Context: an optimization exercise on an open-source flow, tuned for small area. The choices shown serve that exercise and are no tape-out recipe. In this exercise RTL edits were held to simulation tests only and were not proved equivalent to the original.

## MS
Design hyi_telemetry, start of the top module:
module hyi_telemetry (
    input  wire        clk,
    input  wire        rst,             
    input  wire        ev_valid,
    input  wire [15:0] ev_word,
    input  wire [4:0]  rd_addr,         
    output reg  [31:0] rd_data,
    output reg  [1:0]  chst_av,
    output reg  [1:0]  chst_pl,
    output reg  [1:0]  chst_jg,
    output reg         tick_running,
    output reg  [7:0]  seq,
    output reg  [7:0]  err_av,
    output reg  [7:0]  err_pl,
    output reg  [7:0]  err_jg,
    output reg  [2:0]  n_connected,     
    output reg  [2:0]  n_disconnected,
    output reg  [2:0]  n_open_error,
    output reg  [2:0]  n_errcnt,
    output reg  [1:0]  n_decoded,       
    output reg         n_sent,
    output reg         n_send_error,
    output wire        tx_valid,
    output wire [7:0]  tx_byte
);
clock: 12.0 ns
lec_check: 0
cap_margin: 20
core_margin: 2
core_utilization: 60
slew_margin: 20
standard.sh (not shown) runs the stock make flow with config.mk's settings and CLKGATE_MAP_FILE= SYNTH_SCRIPT=/design/flow/synth_recipe.tcl, a recipe that flattens the netlist after the stock synthesis.
==> flow/flow/run.sh <==
#!/bin/bash
# Own layout flow:
#  2. candidate netlists for the same design:
#     - the same ORFS synthesis with an area-oriented ABC script in place of
#       ORFS's delay-oriented one (flow/nf4.abc, flow/nf2.abc, flow/area.abc),
#     - the standard netlist with the gates between its flip-flops re-mapped
#       for area (flow/remap.tcl);
#     the smallest candidate whose flip-flops (instance names and cell types)
#     are exactly the standard synthesis's is kept;
#  3. the standard layout from that netlist (standard.sh), with the
#     clock tree built from clkbuf_8 leaf buffers in larger clusters and
#     without dummy loads, and the port buffers made with buf_1.
# Each tool's output goes to a log file of its own in the work folder.
set -euo pipefail
W=$(pwd)
R=$W/orfs/results/$FLOW_PLATFORM/hyi_telemetry/base
PDK=$FLOW_HOME/platforms/$FLOW_PLATFORM
LIB=$PDK/lib/sky130_fd_sc_hd__tt_025C_1v80.lib

bash standard.sh synth > $W/log_1_synth.txt 2>&1
cp $R/1_2_yosys.v $W/cand_standard.v

# ORFS synthesis with another ABC script
sed 's#log_cmd abc {\*}$abc_args#log_cmd abc -script $::env(ALT_ABC_SCRIPT) {*}[lrange $abc_args 2 end]#' \
  $FLOW_HOME/scripts/synth.tcl > $W/synth_alt.tcl
sed "s#source \$::env(SCRIPTS_DIR)/synth.tcl#source $W/synth_alt.tcl#" $W/synth_recipe.tcl > $W/synth_recipe_alt.tcl
pids=""
for s in nf4 nf2 area; do
  ( ALT_ABC_SCRIPT=$W/flow/$s.abc bash standard.sh synth WORK_HOME=$W/orfs_$s SYNTH_SCRIPT=$W/synth_recipe_alt.tcl \
      > $W/log_1_synth_$s.txt 2>&1 \
    && cp $W/orfs_$s/results/$FLOW_PLATFORM/hyi_telemetry/base/1_2_yosys.v $W/cand_$s.v ) || true &
  pids="$pids $!"
done

DONT_USE=$(sed -n '/^export DONT_USE_CELLS/,/^#/p' $PDK/config.mk | grep -o 'sky130_fd_sc_hd__[a-z0-9_]*' | tr '\n' ' ')
( REMAP_LIB=$LIB REMAP_FLOPS=$W/flow/flops.v REMAP_ABC=$W/flow/area.abc \
  REMAP_IN=$W/cand_standard.v REMAP_OUT=$W/cand_remap.v REMAP_TOP=$FLOW_TOP \
  REMAP_LOGDIR=$W REMAP_DONT_USE="$DONT_USE" \
  yosys -c $W/flow/remap.tcl > $W/log_2_remap.txt 2>&1 ) || rm -f $W/cand_remap.v
wait $pids || true

flops() { grep -E '^ *sky130_fd_sc_hd__(edfxtp|dfxtp|dfrtp|dfstp|dfxbp|edfxbp|dfrbp|dfsbp|dfbbp|dfbbn|dfrtn|dlx|dlr|sdf|sedf)[a-z0-9_]* ' $1 | awk '{print $1, $2}' | sort; }
flops $W/cand_standard.v > $W/flops_standard.txt
best=standard; best_area=""
for c in standard remap nf4 nf2 area; do
  f=$W/cand_$c.v
  [ -f $f ] || continue
  flops $f > $W/flops_$c.txt
  if ! cmp -s $W/flops_$c.txt $W/flops_standard.txt; then echo "$c: flip-flops differ" >> $W/log_3_choice.txt; continue; fi
  STAT_LIB=$LIB STAT_IN=$f STAT_TOP=$FLOW_TOP STAT_OUT=$W/cand_$c yosys -c $W/flow/stat.tcl > $W/log_3_stat_$c.txt 2>&1 || continue
  a=$(grep 'Chip area for module' $W/cand_$c.stat | awk '{print $NF}')
  echo "$c: $a" >> $W/log_3_choice.txt
  if [ -z "$best_area" ] || python3 -c "import sys; sys.exit(0 if $a < $best_area else 1)"; then best=$c; best_area=$a; fi
done
echo "chosen: $best $best_area" >> $W/log_3_choice.txt
cp $W/cand_$best.v $R/1_2_yosys.v
rm -f $R/1_synth.odb $R/1_synth.sdc

CTS="-sink_clustering_enable -repair_clock_nets -dont_use_dummy_load -buf_list sky130_fd_sc_hd__clkbuf_8 -sink_clustering_size 16 -sink_clustering_max_diameter 70"
bash standard.sh finish "CTS_ARGS=$CTS" "BUFFER_PORTS_ARGS=-buffer_cell sky130_fd_sc_hd__buf_1" > $W/log_4_layout.txt 2>&1
Other scripts of this flow, unchanged in this note and not shown: flow/flow/area.abc, flow/flow/flops.v, flow/flow/nf2.abc, flow/flow/nf4.abc, flow/flow/remap.tcl, flow/flow/stat.tcl
Modified inputs, TR compared to MS
- swapping 20 for 10 in CAP_MARGIN
- swapping 20 for 10 in SLEW_MARGIN
==> comparison <==
Going from MS to TR, routed wire length now sits at about the same level; non-clock buffering overhead in the final layout now sits at about the same level; first-iteration DRC count now sits higher. The area of all placed cells without fillers was comparable across MS and TR. Diff TR..MS | number of sequential cells | unchanged.

## static timing again, ports no longer ideal
The results above use ideal ports. As a check the final layouts listed here were re-extracted and re-timed, cells and wires unchanged.
Step 1, drivers: a clkbuf_16 drives clk and a buf_2 each remaining input, both assumed.
Step 2 moves the port delays by t, midway between the first and last clock arrival at a register: inputs arrive t later, outputs are due t later. That takes back most of the time a late clock gives input paths.
a / b / c = ideal / step 1 / step 2; a / b = the first two.
| run | t (ns) | setup slack, ns | clock arrival spread, ns | slew at the worst register clock pin (ns) | worst data-port slew with drivers (ns) |
|---|---|---|---|---|---|
| MS | 0.919 | 4.027 / 3.974 / 3.692 | 0.096 / 0.095 | 0.11 / 0.11 | 0.05 |
| TR | 0.920 | 3.824 / 3.757 / 3.632 | 0.095 / 0.096 | 0.11 / 0.11 | 0.05 |
After both steps setup and hold are still met in every run listed. The setup slack of MS, which loses most, moves by -0.053 ns with the drivers and by -0.335 ns with both steps.
